This design comes from an exercise in tuning for small area on the open sky130 flow, not from production work.
Where RTL was checked, it was by simulation tests only, not by an equivalence proof against the original.
Power and IR drop assume default switching activity.

==> inputs of v19 <==
==> flow/design.v (excerpt) <==
module anna_cpu (
    input  wire        clk,
    input  wire        rst,           
    input  wire        run_start,
    input  wire [15:0] run_budget,
    output reg         done,
    output wire [1:0]  stop_reason,   
    output wire [1:0]  fault_code,    
    output reg  [1:0]  status,        
    output wire [15:0] pc,
    output wire [31:0] cycles,
    output wire        mem_req,
    output wire        mem_we,
    output wire [15:0] mem_addr,
    output wire [15:0] mem_wdata,
    input  wire        mem_gnt,
    input  wire [15:0] mem_rdata,
    input  wire        in_valid,
    input  wire [15:0] in_data,
    output wire        in_pop,
    output wire        out_valid,
    output wire [1:0]  out_kind,      
    output wire [15:0] out_data
);
==> flow/config.mk <==
export PLATFORM = sky130hd
export DESIGN_NAME = anna_cpu
export DESIGN_NICKNAME = anna_cpu
export VERILOG_FILES = /design/flow/design.v
export SDC_FILE = /design/flow/constraint.sdc
export NUM_CORES = 4
export LEC_CHECK = 0
export ABC_AREA = 1
export CAP_MARGIN = 20
export CORE_MARGIN = 2
export CORE_UTILIZATION = 75
export SLEW_MARGIN = 20
==> flow/constraint.sdc <==
create_clock -name core_clock -period 10.0 [get_ports {clk}]
set_input_delay 2.0000 -clock core_clock [delete_from_list [all_inputs] [get_ports {clk}]]
set_output_delay 2.0000 -clock core_clock [all_outputs]
set_load 0.01 [all_outputs]
standard.sh (not shown) runs the stock make flow with config.mk's settings and CLKGATE_MAP_FILE= SYNTH_SCRIPT=/design/flow/synth_recipe.tcl, a recipe that flattens the netlist after the stock synthesis.
==> flow/flow/run.sh <==
#!/bin/bash
# Standard layout with three changes: an area-oriented ABC script in synthesis
# (registers are untouched), the smallest buffer cell on the ports, and a
# leaner clock tree. Each tool's log is in orfs/logs; make's output is in
# standard_flow.log.
set -euo pipefail
here=$(pwd)
export FLOW_ABC_SCRIPT="$here/flow/abc_area.script"
export BUFFER_PORTS_ARGS="-buffer_cell sky130_fd_sc_hd__buf_1"
export CTS_ARGS="-sink_clustering_enable -repair_clock_nets -sink_clustering_size 18 -sink_clustering_max_diameter 80 -buf_list {sky130_fd_sc_hd__clkbuf_8} -dont_use_dummy_load"
bash standard.sh "SYNTH_SCRIPT=$here/flow/synth.tcl" finish > standard_flow.log 2>&1
==> flow/flow/abc_area.script <==
strash
balance
rewrite
refactor
balance
rewrite
rewrite -z
balance
refactor -z
rewrite -z
balance
dch -f
amap
strash
dch -f
amap
strash
dch -f
amap
==> flow/flow/synth.tcl <==
# The standard flow's synthesis script (synth_recipe.tcl) with one change: the combinational
# logic is mapped by an area-oriented ABC script (flow/abc_area.script).
# Registers are mapped before ABC runs, so they are the standard synthesis's.
proc synth {args} { yosys synth -nofsm -noshare {*}$args }
proc abc {args} {
  set i [lsearch -exact $args -script]
  if {$i >= 0 && [string match *abc_area.script [lindex $args [expr {$i + 1}]]]} {
    lset args [expr {$i + 1}] $::env(FLOW_ABC_SCRIPT)
  }
  yosys abc {*}$args
}
source $::env(SCRIPTS_DIR)/synth.tcl
# left out here: clear keep_hierarchy, flatten, clean up, hide names made inside functions, write 1_2_yosys.v
==> v23: changes against v19 <==
--- a/flow/design.v
+++ b/flow/design.v
@@ -39,20 +39,21 @@
     reg [3:0]   pn;           
     reg         clr;          
     reg [111:0] rf;           
     reg [15:0]  t, g;         
     reg [15:0]  a;            
     reg [15:0]  b;            
     reg [15:0]  ir;
     reg [31:0]  cyc;
+    reg         cnt_on, cnt_off;    
     reg ca, cp, c2, c3, seen;
     reg qz, qsg, psg;         
     reg dr, dr1, bd1, bd2, bq1, bq2, c4;
-    reg qh, ql;               
+    reg nh, nl, qh, ql;       
     reg rsel, rneg;           
     assign pc        = a;
     assign mem_addr  = a;
     assign mem_wdata = b;
     assign out_data  = b;
     assign cycles    = cyc;
     wire [3:0] op  = ir[15:12];
     wire [2:0] rd  = ir[11:9];
@@ -93,18 +94,16 @@
     wire p = tap[rs1];
     wire q = tap[qi];
     wire bz = (b == 16'd0);
     wire gz = (g == 16'd0);
     wire first = (ph == 4'd0);
     wire lastb = (ph == 4'd15);
     wire stp   = (pn == 4'd15);      
     wire pa    = (st == S_PASS) && !stp;
-    wire cnt_on  = pa && (pn == {3'd0, c_div});
-    wire cnt_off = !cnt_on;
     wire is6   = c_addi || c_lw || c_sw;
     wire irlo  = ir[ph[2:0]];
     wire immhi = ph[3] || (is6 && ph[2] && ph[1]);
     wire imm   = immhi ? (is6 ? ir[5] : ir[7]) : irlo;
     wire asub = c_math && (fn == 3'd1);
     wire ay   = c_math ? (q ^ asub) : imm;
     wire acin = first ? asub : ca;
     wire asum = p ^ ay ^ acin;
@@ -151,37 +150,37 @@
             tib = 1'b0;
         end else if (dfin) begin                 
             tx  = t[0];
             ty  = rsel & d2;
             tz  = rneg & (q ^ qsg);
             tia = rsel & qsg;
             tib = rneg & qsg;
         end else begin                           
-            tx  = first ? b[15] : dr;        
+            tx  = first ? nh : dr;
             ty  = rsel & d4;
             tz  = q ^ negd;
             tia = rsel & qsg;
             tib = negd;
         end
     end
     wire msum = tsum;
     wire r1   = tsum;
     wire rsum = tsum;
-    wire dx2  = first ? b[14] : dr1;
+    wire dx2  = first ? nl : dr1;
     wire dya  = qsg ? q : ~q;
     wire dca  = first ? ~qsg : c3;
     wire r2a  = dx2 ^ dya ^ dca;
     wire r2ac = (dx2 & dya) | (dx2 & dca) | (dya & dca);
     wire dcc  = first ? qsg : c4;
     wire cc   = c3;                  
     wire gb   = c4;                  
     wire r2b  = r2a ^ d2 ^ dcc;
     wire r2bc = (r2a & d2) | (r2a & dcc) | (d2 & dcc);
-    wire qstr = bd2;
+    wire qstr = (ph == 4'd0) ? ql : (ph == 4'd1) ? qh : bd2;    
     wire isdivq = (fn == 3'd6);
     wire nv    = (pn == 4'd1) ? p : (isdivq ? qstr : rsum);
     wire nneg  = (pn == 4'd1) ? psg : (isdivq ? (psg ^ qsg) : psg);
     wire seen0 = first ? 1'b0 : seen;
     wire nout  = nv ^ (nneg & seen0);
     reg        wr;         
     reg        wbit;
     reg        a_sh, a_in;
@@ -245,18 +244,16 @@
             if (c_outs) begin
                 a_sh = 1'b1;
                 if (pn == 4'd0) begin
                     a_in = q;
                     t_wr = 1'b1; t_in = a[0];
                 end
             end
             if (c_mul) begin
-                b_sh = (pn == 4'd0) || (ph[3:1] != 3'd0);
-                b_in = (pn == 4'd0) ? q : b[0];
                 t_wr = 1'b1;
                 t_in = (pn == 4'd0) ? 1'b0 : msum;
                 if (pn == 4'd8) begin
                     wr = 1'b1; wbit = msum; a_sh = 1'b1;
                 end
             end
             if (c_div) begin
                 if (pn == 4'd1) begin
@@ -314,58 +311,70 @@
         c3   <= cnt_on ? (cyc[1] & cyc[0] & ccin) : r2ac;
         c4   <= cnt_on ? ((first | gb) & !g[0]) : r2bc;
         bq1  <= q;
         bq2  <= bq1;
         cp   <= pcy;
         seen <= seen0 | nv;
         dr   <= t[0];
         dr1  <= c_mul ? p : r1;
-        if (pa && lastb && c_div && pn != 4'd1) begin
-            bd1 <= !r1;
-            bd2 <= !(r1 ? r2b : r2a);
-        end else begin
-            bd1 <= c_mul ? t[0] : b[0];
-            bd2 <= bd1;
-        end
+        bd1  <= c_mul ? t[0] : b[0];
+        bd2  <= bd1;
         if (pn == 4'd0) begin
             qz <= (first ? 1'b1 : qz) & !q;
             if (lastb) begin qsg <= q; psg <= p; end
         end
+        if (pa && c_mul && ph[3:1] == ~pn[2:0]) begin
+            if (ph[0]) nh <= q; else nl <= q;
+        end
+        if (pa && c_div && b_sh) begin
+            if (ph == 4'd14) nl <= b_in;
+            if (ph == 4'd15) nh <= b_in;
+        end
         if (pa && lastb) begin
             if (c_mul) begin
-                qh <= (pn == 4'd0) ? q : b[0];
-                ql <= b[15];
+                qh <= (pn == 4'd0) ? q : nh;
+                ql <= nl;
             end
             if (c_div) begin
                 if (pn == 4'd1) begin
                     rsel <= 1'b0;
                     rneg <= 1'b0;
                 end else begin
                     rsel <= r1;
                     rneg <= r1 ? r2b : r2a;
+                    qh   <= !r1;
+                    ql   <= !(r1 ? r2b : r2a);
                 end
             end
         end
     end
     assign mem_req   = (st == S_FETCH) || (st == S_MEM);
     assign mem_we    = (st == S_MEM) && c_sw;
     assign out_valid = (st == S_OUT);
     assign out_kind  = c_outs ? {1'b1, bz} : {1'b0, ir[1]};
     assign in_pop    = (st == S_DEC) && c_in && in_valid;
+    wire cnt_next = lastb && (((st == S_ALIGN) && !stp && (pn == 4'd0) && !c_div) ||
+                              ((st == S_PASS) && !stp && c_div && (pn == 4'd0) && !(qz && !q)));
     always @(posedge clk) begin
         if (rst) begin
             st      <= S_IDLE;
             ph      <= 4'd0;
             clr     <= 1'b1;
             status  <= ST_HALTED;
             done    <= 1'b0;
+            cnt_on  <= 1'b0;
+            cnt_off <= 1'b1;
         end else begin
             ph   <= ph + 4'd1;
             done <= 1'b0;
+            if (lastb) begin
+                cnt_on  <= cnt_next;
+                cnt_off <= !cnt_next;
+            end
             case (st)
                 S_IDLE: if (run_start) st <= S_START;
                 S_START: begin
                     if (bz) begin
                         done   <= 1'b1;
                         status <= ST_PAUSED;
                         st     <= S_IDLE;
                     end else begin
==> flow/flow/run.sh (replaced) <==
#!/bin/bash
# Standard layout with three changes: an area-oriented ABC script in synthesis
# (registers are untouched), the smallest buffer cell on the ports, and a
# leaner clock tree. Each tool's log is in orfs/logs; make's output is in
# standard_flow.log.
set -euo pipefail
here=$(pwd)
export FLOW_ABC_SCRIPT="$here/flow/abc_area.script"
export BUFFER_PORTS_ARGS="-buffer_cell sky130_fd_sc_hd__buf_1"
export CTS_ARGS="-sink_clustering_enable -repair_clock_nets -sink_clustering_size 15 -sink_clustering_max_diameter 80 -buf_list {sky130_fd_sc_hd__clkbuf_8} -dont_use_dummy_load"
bash standard.sh "SYNTH_SCRIPT=$here/flow/synth.tcl" finish > standard_flow.log 2>&1
==> flow/flow/abc_area.script (replaced) <==
strash
balance
rewrite
refactor
balance
rewrite
rewrite -z
balance
refactor -z
rewrite -z
balance
dch -f
amap
==> flow/config.mk (replaced) <==
export PLATFORM = sky130hd
export DESIGN_NAME = anna_cpu
export DESIGN_NICKNAME = anna_cpu
export VERILOG_FILES = /design/flow/design.v
export SDC_FILE = /design/flow/constraint.sdc
export NUM_CORES = 4
export LEC_CHECK = 0
export ABC_AREA = 1
export CAP_MARGIN = 20
export CORE_MARGIN = 2
export CORE_UTILIZATION = 65
export SLEW_MARGIN = 20
==> v35: changes against v19 <==
--- a/flow/design.v
+++ b/flow/design.v
@@ -33,26 +33,28 @@
                      S_MEM    = 4'd7,
                      S_LDATA  = 4'd8,
                      S_OUT    = 4'd9,
                      S_COMMIT = 4'd10;
     reg [3:0]   st;
     reg [3:0]   ph;           
     reg [3:0]   pn;           
     reg         clr;          
+    reg         stp;          
     reg [111:0] rf;           
     reg [15:0]  t, g;         
     reg [15:0]  a;            
     reg [15:0]  b;            
     reg [15:0]  ir;
     reg [31:0]  cyc;
-    reg ca, cp, c2, c3, seen;
+    reg         cnt_on, cnt_off;    
+    reg ca, cp, c2, c3, cc, gb, seen;
     reg qz, qsg, psg;         
-    reg dr, dr1, bd1, bd2, bq1, bq2, c4;
-    reg qh, ql;               
+    reg dr, dr1, bd1, bd2, bq1, bq2, pd, c4;
+    reg nh, nl, qh, ql;       
     reg rsel, rneg;           
     assign pc        = a;
     assign mem_addr  = a;
     assign mem_wdata = b;
     assign out_data  = b;
     assign cycles    = cyc;
     wire [3:0] op  = ir[15:12];
     wire [2:0] rd  = ir[11:9];
@@ -91,20 +93,17 @@
     endgenerate
     wire [2:0] qi = c_math ? rs2 : rd;
     wire p = tap[rs1];
     wire q = tap[qi];
     wire bz = (b == 16'd0);
     wire gz = (g == 16'd0);
     wire first = (ph == 4'd0);
     wire lastb = (ph == 4'd15);
-    wire stp   = (pn == 4'd15);      
     wire pa    = (st == S_PASS) && !stp;
-    wire cnt_on  = pa && (pn == {3'd0, c_div});
-    wire cnt_off = !cnt_on;
     wire is6   = c_addi || c_lw || c_sw;
     wire irlo  = ir[ph[2:0]];
     wire immhi = ph[3] || (is6 && ph[2] && ph[1]);
     wire imm   = immhi ? (is6 ? ir[5] : ir[7]) : irlo;
     wire asub = c_math && (fn == 3'd1);
     wire ay   = c_math ? (q ^ asub) : imm;
     wire acin = first ? asub : ca;
     wire asum = p ^ ay ^ acin;
@@ -122,66 +121,67 @@
         endcase
     end
     wire use_t = c_lw || c_sw || (c_outs && bz);
     wire px    = use_t ? t[0] : a[0];
     wire py    = c_br && br_taken && imm;
     wire pcin  = first ? 1'b1 : cp;
     wire psum  = px ^ py ^ pcin;
     wire pcy   = (px & py) | (px & pcin) | (py & pcin);
-    wire [5:0] sn    = ir[5:0];
-    wire       sge   = (ph >= sn[3:0]);
-    wire       s_pre = sn[5] && (!sn[4] || sge);
-    wire       s_hold = !sn[5] && (sn[4] || !sge);
+    wire [5:0] sn   = ir[5:0];
+    wire       spos = !sn[5] && (sn != 6'd0);
+    wire       sneg = sn[5];
+    wire [5:0] sm   = 6'd0 - sn;
+    wire [3:0] slim = spos ? sn[3:0] : sm[3:0];
+    wire       sbig = spos ? sn[4] : (sm[5] | sm[4]);
+    wire       sless = sbig || (ph < slim);
     reg  tx, ty, tz, tia, tib;
     wire ts1  = tx ^ ty ^ tz;
     wire tc1  = (tx & ty) | (tx & tz) | (ty & tz);
     wire tca  = first ? tia : ca;
     wire tcb  = first ? tib : c2;
     wire tsum = ts1 ^ tca ^ tcb;
     wire tc2  = (ts1 & tca) | (ts1 & tcb) | (tca & tcb);
     wire dfin  = (pn == 4'd10);
     wire negd  = !rneg ^ qsg;                    
     wire d2    = first ? qsg : (bq1 ^ qsg);      
     wire d4    = (ph[3:1] == 3'd0) ? qsg : (bq2 ^ qsg);
     always @(*) begin
         if (c_mul) begin                         
             tx  = (ph[3:1] == 3'd0) ? 1'b0 : bd2;
             ty  = ql & p;
-            tz  = qh & dr1 & !first;
+            tz  = qh & pd & !first;
             tia = 1'b0;
             tib = 1'b0;
         end else if (dfin) begin                 
             tx  = t[0];
             ty  = rsel & d2;
             tz  = rneg & (q ^ qsg);
             tia = rsel & qsg;
             tib = rneg & qsg;
         end else begin                           
-            tx  = first ? b[15] : dr;        
+            tx  = first ? nh : dr;
             ty  = rsel & d4;
             tz  = q ^ negd;
             tia = rsel & qsg;
             tib = negd;
         end
     end
     wire msum = tsum;
     wire r1   = tsum;
     wire rsum = tsum;
-    wire dx2  = first ? b[14] : dr1;
+    wire dx2  = first ? nl : dr1;
     wire dya  = qsg ? q : ~q;
     wire dca  = first ? ~qsg : c3;
     wire r2a  = dx2 ^ dya ^ dca;
     wire r2ac = (dx2 & dya) | (dx2 & dca) | (dya & dca);
     wire dcc  = first ? qsg : c4;
-    wire cc   = c3;                  
-    wire gb   = c4;                  
     wire r2b  = r2a ^ d2 ^ dcc;
     wire r2bc = (r2a & d2) | (r2a & dcc) | (d2 & dcc);
-    wire qstr = bd2;
+    wire qstr = (ph == 4'd0) ? ql : (ph == 4'd1) ? qh : bd2;    
     wire isdivq = (fn == 3'd6);
     wire nv    = (pn == 4'd1) ? p : (isdivq ? qstr : rsum);
     wire nneg  = (pn == 4'd1) ? psg : (isdivq ? (psg ^ qsg) : psg);
     wire seen0 = first ? 1'b0 : seen;
     wire nout  = nv ^ (nneg & seen0);
     reg        wr;         
     reg        wbit;
     reg        a_sh, a_in;
@@ -214,21 +214,21 @@
                     wbit = b[0];
                     b_sh = 1'b1;
                 end
             end
             if (c_br && pn == 4'd1) a_sh = 1'b1;
             if (c_shf) begin
                 case (pn)
                     4'd0: begin b_sh = 1'b1; b_in = p; end
-                    4'd1: b_sh = s_pre;
+                    4'd1: b_sh = sneg && sless;
                     default: begin
-                        b_sh = !s_hold;
+                        b_sh = !(spos && sless);
                         wr   = 1'b1;
-                        wbit = !s_hold && b[0];
+                        wbit = (spos && sless) ? 1'b0 : b[0];
                         a_sh = 1'b1;
                     end
                 endcase
             end
             if (c_lw || c_sw) begin
                 if (pn == 4'd0) begin
                     a_sh = 1'b1; a_in = asum;
                     t_wr = 1'b1; t_in = a[0];
@@ -245,18 +245,16 @@
             if (c_outs) begin
                 a_sh = 1'b1;
                 if (pn == 4'd0) begin
                     a_in = q;
                     t_wr = 1'b1; t_in = a[0];
                 end
             end
             if (c_mul) begin
-                b_sh = (pn == 4'd0) || (ph[3:1] != 3'd0);
-                b_in = (pn == 4'd0) ? q : b[0];
                 t_wr = 1'b1;
                 t_in = (pn == 4'd0) ? 1'b0 : msum;
                 if (pn == 4'd8) begin
                     wr = 1'b1; wbit = msum; a_sh = 1'b1;
                 end
             end
             if (c_div) begin
                 if (pn == 4'd1) begin
@@ -304,77 +302,92 @@
     wire b_ldr = (st == S_IDLE) && run_start;
     wire b_hd  = !b_sh && !b_ldm && !in_pop && !b_ldr;
     always @(posedge clk) begin
         cyc <= ({32{cy_hd}} & cyc) | ({32{cy_sh}} & {cs1, cs0, cyc[31:2]});
         a   <= ({16{a_hd}} & a) | ({16{a_sr}} & {a_in, a[15:1]});
         b   <= ({16{b_hd}} & b) | ({16{b_sh}} & {b_in, b[15:1]}) | ({16{b_ldm}} & mem_rdata)
              | ({16{in_pop}} & in_data) | ({16{b_ldr}} & run_budget);
         if (st == S_DATA) ir <= mem_rdata;
+        cc   <= cyc[1] & cyc[0] & ccin;
+        gb   <= (first | gb) & !g[0];
         ca   <= (c_mul || c_div) ? tc1 : acy;
         c2   <= tc2;
-        c3   <= cnt_on ? (cyc[1] & cyc[0] & ccin) : r2ac;
-        c4   <= cnt_on ? ((first | gb) & !g[0]) : r2bc;
+        c3   <= r2ac;
+        c4   <= r2bc;
         bq1  <= q;
         bq2  <= bq1;
         cp   <= pcy;
         seen <= seen0 | nv;
         dr   <= t[0];
-        dr1  <= c_mul ? p : r1;
-        if (pa && lastb && c_div && pn != 4'd1) begin
-            bd1 <= !r1;
-            bd2 <= !(r1 ? r2b : r2a);
-        end else begin
-            bd1 <= c_mul ? t[0] : b[0];
-            bd2 <= bd1;
-        end
+        dr1  <= r1;
+        pd   <= p;
+        bd1  <= c_mul ? t[0] : b[0];
+        bd2  <= bd1;
         if (pn == 4'd0) begin
             qz <= (first ? 1'b1 : qz) & !q;
             if (lastb) begin qsg <= q; psg <= p; end
         end
+        if (pa && c_mul && ph[3:1] == ~pn[2:0]) begin
+            if (ph[0]) nh <= q; else nl <= q;
+        end
+        if (pa && c_div && b_sh) begin
+            if (ph == 4'd14) nl <= b_in;
+            if (ph == 4'd15) nh <= b_in;
+        end
         if (pa && lastb) begin
             if (c_mul) begin
-                qh <= (pn == 4'd0) ? q : b[0];
-                ql <= b[15];
+                qh <= (pn == 4'd0) ? q : nh;
+                ql <= nl;
             end
             if (c_div) begin
                 if (pn == 4'd1) begin
                     rsel <= 1'b0;
                     rneg <= 1'b0;
                 end else begin
                     rsel <= r1;
                     rneg <= r1 ? r2b : r2a;
+                    qh   <= !r1;
+                    ql   <= !(r1 ? r2b : r2a);
                 end
             end
         end
     end
     assign mem_req   = (st == S_FETCH) || (st == S_MEM);
     assign mem_we    = (st == S_MEM) && c_sw;
     assign out_valid = (st == S_OUT);
     assign out_kind  = c_outs ? {1'b1, bz} : {1'b0, ir[1]};
     assign in_pop    = (st == S_DEC) && c_in && in_valid;
+    wire cnt_next = lastb && (((st == S_ALIGN) && !stp && (pn == 4'd0) && !c_div) ||
+                              ((st == S_PASS) && !stp && c_div && (pn == 4'd0) && !(qz && !q)));
     always @(posedge clk) begin
         if (rst) begin
             st      <= S_IDLE;
             ph      <= 4'd0;
             clr     <= 1'b1;
             status  <= ST_HALTED;
             done    <= 1'b0;
+            cnt_on  <= 1'b0;
+            cnt_off <= 1'b1;
         end else begin
             ph   <= ph + 4'd1;
             done <= 1'b0;
+            if (lastb) begin
+                cnt_on  <= cnt_next;
+                cnt_off <= !cnt_next;
+            end
             case (st)
                 S_IDLE: if (run_start) st <= S_START;
                 S_START: begin
                     if (bz) begin
                         done   <= 1'b1;
                         status <= ST_PAUSED;
                         st     <= S_IDLE;
                     end else begin
-                        pn  <= 4'd15;
+                        stp <= 1'b1;
                         st  <= S_ALIGN;
                     end
                 end
                 S_FETCH: if (mem_gnt) st <= S_DATA;
                 S_DATA: begin
                     status <= ST_RUNNING;
                     st     <= S_DEC;
                 end
@@ -390,16 +403,17 @@
                     end else begin
                         st <= S_ALIGN;
                     end
                 end
                 S_ALIGN: if (lastb) st <= S_PASS;
                 S_PASS: begin
                     if (lastb) begin
                         if (stp) begin
+                            stp <= 1'b0;
                             clr <= 1'b0;
                             st  <= S_FETCH;
                         end else begin
                             pn <= pn + 4'd1;
                             if (c_mul) begin
                                 if (pn == 4'd8) st <= S_COMMIT;
                             end else if (c_div) begin
                                 if (pn == 4'd0 && qz && !q) begin
==> flow/flow/run.sh (replaced) <==
#!/bin/bash
# Standard layout, with the smallest buffer cell on the ports and a leaner clock tree.
set -euo pipefail
export BUFFER_PORTS_ARGS="-buffer_cell sky130_fd_sc_hd__buf_1"
export CTS_ARGS="-sink_clustering_enable -repair_clock_nets -sink_clustering_size 15 -sink_clustering_max_diameter 80 -buf_list {sky130_fd_sc_hd__clkbuf_8} -dont_use_dummy_load"
bash standard.sh > standard_flow.log 2>&1
==> flow/config.mk (replaced) <==
export PLATFORM = sky130hd
export DESIGN_NAME = anna_cpu
export DESIGN_NICKNAME = anna_cpu
export VERILOG_FILES = /design/flow/design.v
export SDC_FILE = /design/flow/constraint.sdc
export NUM_CORES = 4
export LEC_CHECK = 0
export ABC_AREA = 1
export CAP_MARGIN = 20
export CORE_MARGIN = 2
export CORE_UTILIZATION = 40
export SLEW_MARGIN = 20
removed: flow/flow/abc_area.script
removed: flow/flow/synth.tcl
==> v4: changes against v19 <==
==> flow/config.mk (replaced) <==
export PLATFORM = sky130hd
export DESIGN_NAME = anna_cpu
export DESIGN_NICKNAME = anna_cpu
export VERILOG_FILES = /design/flow/design.v
export SDC_FILE = /design/flow/constraint.sdc
export NUM_CORES = 4
export LEC_CHECK = 0
export ABC_AREA = 1
export CAP_MARGIN = 20
export CORE_MARGIN = 2
export CORE_UTILIZATION = 65
export SLEW_MARGIN = 20
==> run summary <==
status=no timing/DRC/antenna violations; grt met2 use=28.69%; Worst Tran Pin Value=858.4 ps; vias after detailed routing=8071; Final Non-Filler Cells=1602; Comb power frac=22.4%; WP buf/inv=4; met2 WL=10640 µm
the above is filed under v35

==> run summary <==
WP buf/inv=6; grt met2 use=65.21%; met2 WL=12100 µm; Worst Tran Pin Value=1181 ps; status=no timing/DRC/antenna violations
the above is filed under v19

==> run summary <==
status=no timing/DRC/antenna violations; Worst Tran Pin Value=1065 ps; WP buf/inv=5; Final Non-Filler Cells=1292
the above is filed under v23

==> run summary <==
Most common cell on crit path=clkinv_1; WP buf/inv=6; Comb power frac=21.0%; status=no timing/DRC/antenna violations; Final Non-Filler Cells=1248; vias after detailed routing=7340; pre-CTS setup slack=3919 ps; met2 WL=9906 µm
the above is filed under v4

Only the layout flow was run in v23; the RTL was not checked for function there.

==> what the ideal ports hide <==
How much do the figures lean on ideal ports? The routed layouts below were timed once more, with nothing changed but the port constraints.
Step 1 sets driving cells, clkbuf_16 on the clock port and buf_2 on the other inputs (assumed; they add their load-dependent delay and slew).
Step 2 moves the port delays by t, midway between the first and last clock arrival at a register: inputs arrive t later, outputs are due t later. That takes back most of the time a late clock gives input paths.
Slacks: ideal ports / drivers / drivers and shift; pairs: ideal ports / drivers.
| run | shift t [ns] | slack for setup (ns) | clock arrival spread, ns | worst register clock-pin slew, ns | pins driven straight from the clock port |
|---|---|---|---|---|---|
| v19 | 0.545 | 3.566 / 3.566 / 3.566 | 0.041 / 0.041 | 0.12 / 0.12 | 1 |
| v23 | 0.545 | 3.264 / 3.264 / 3.264 | 0.041 / 0.042 | 0.10 / 0.10 | 1 |
| v35 | 0.564 | 4.920 / 4.878 / 5.083 | 0.021 / 0.021 | 0.11 / 0.11 | 1 |
| v4 | 0.552 | 3.731 / 3.731 / 3.731 | 0.059 / 0.059 | 0.11 / 0.11 | 1 |
After both steps every run listed still meets setup and hold.
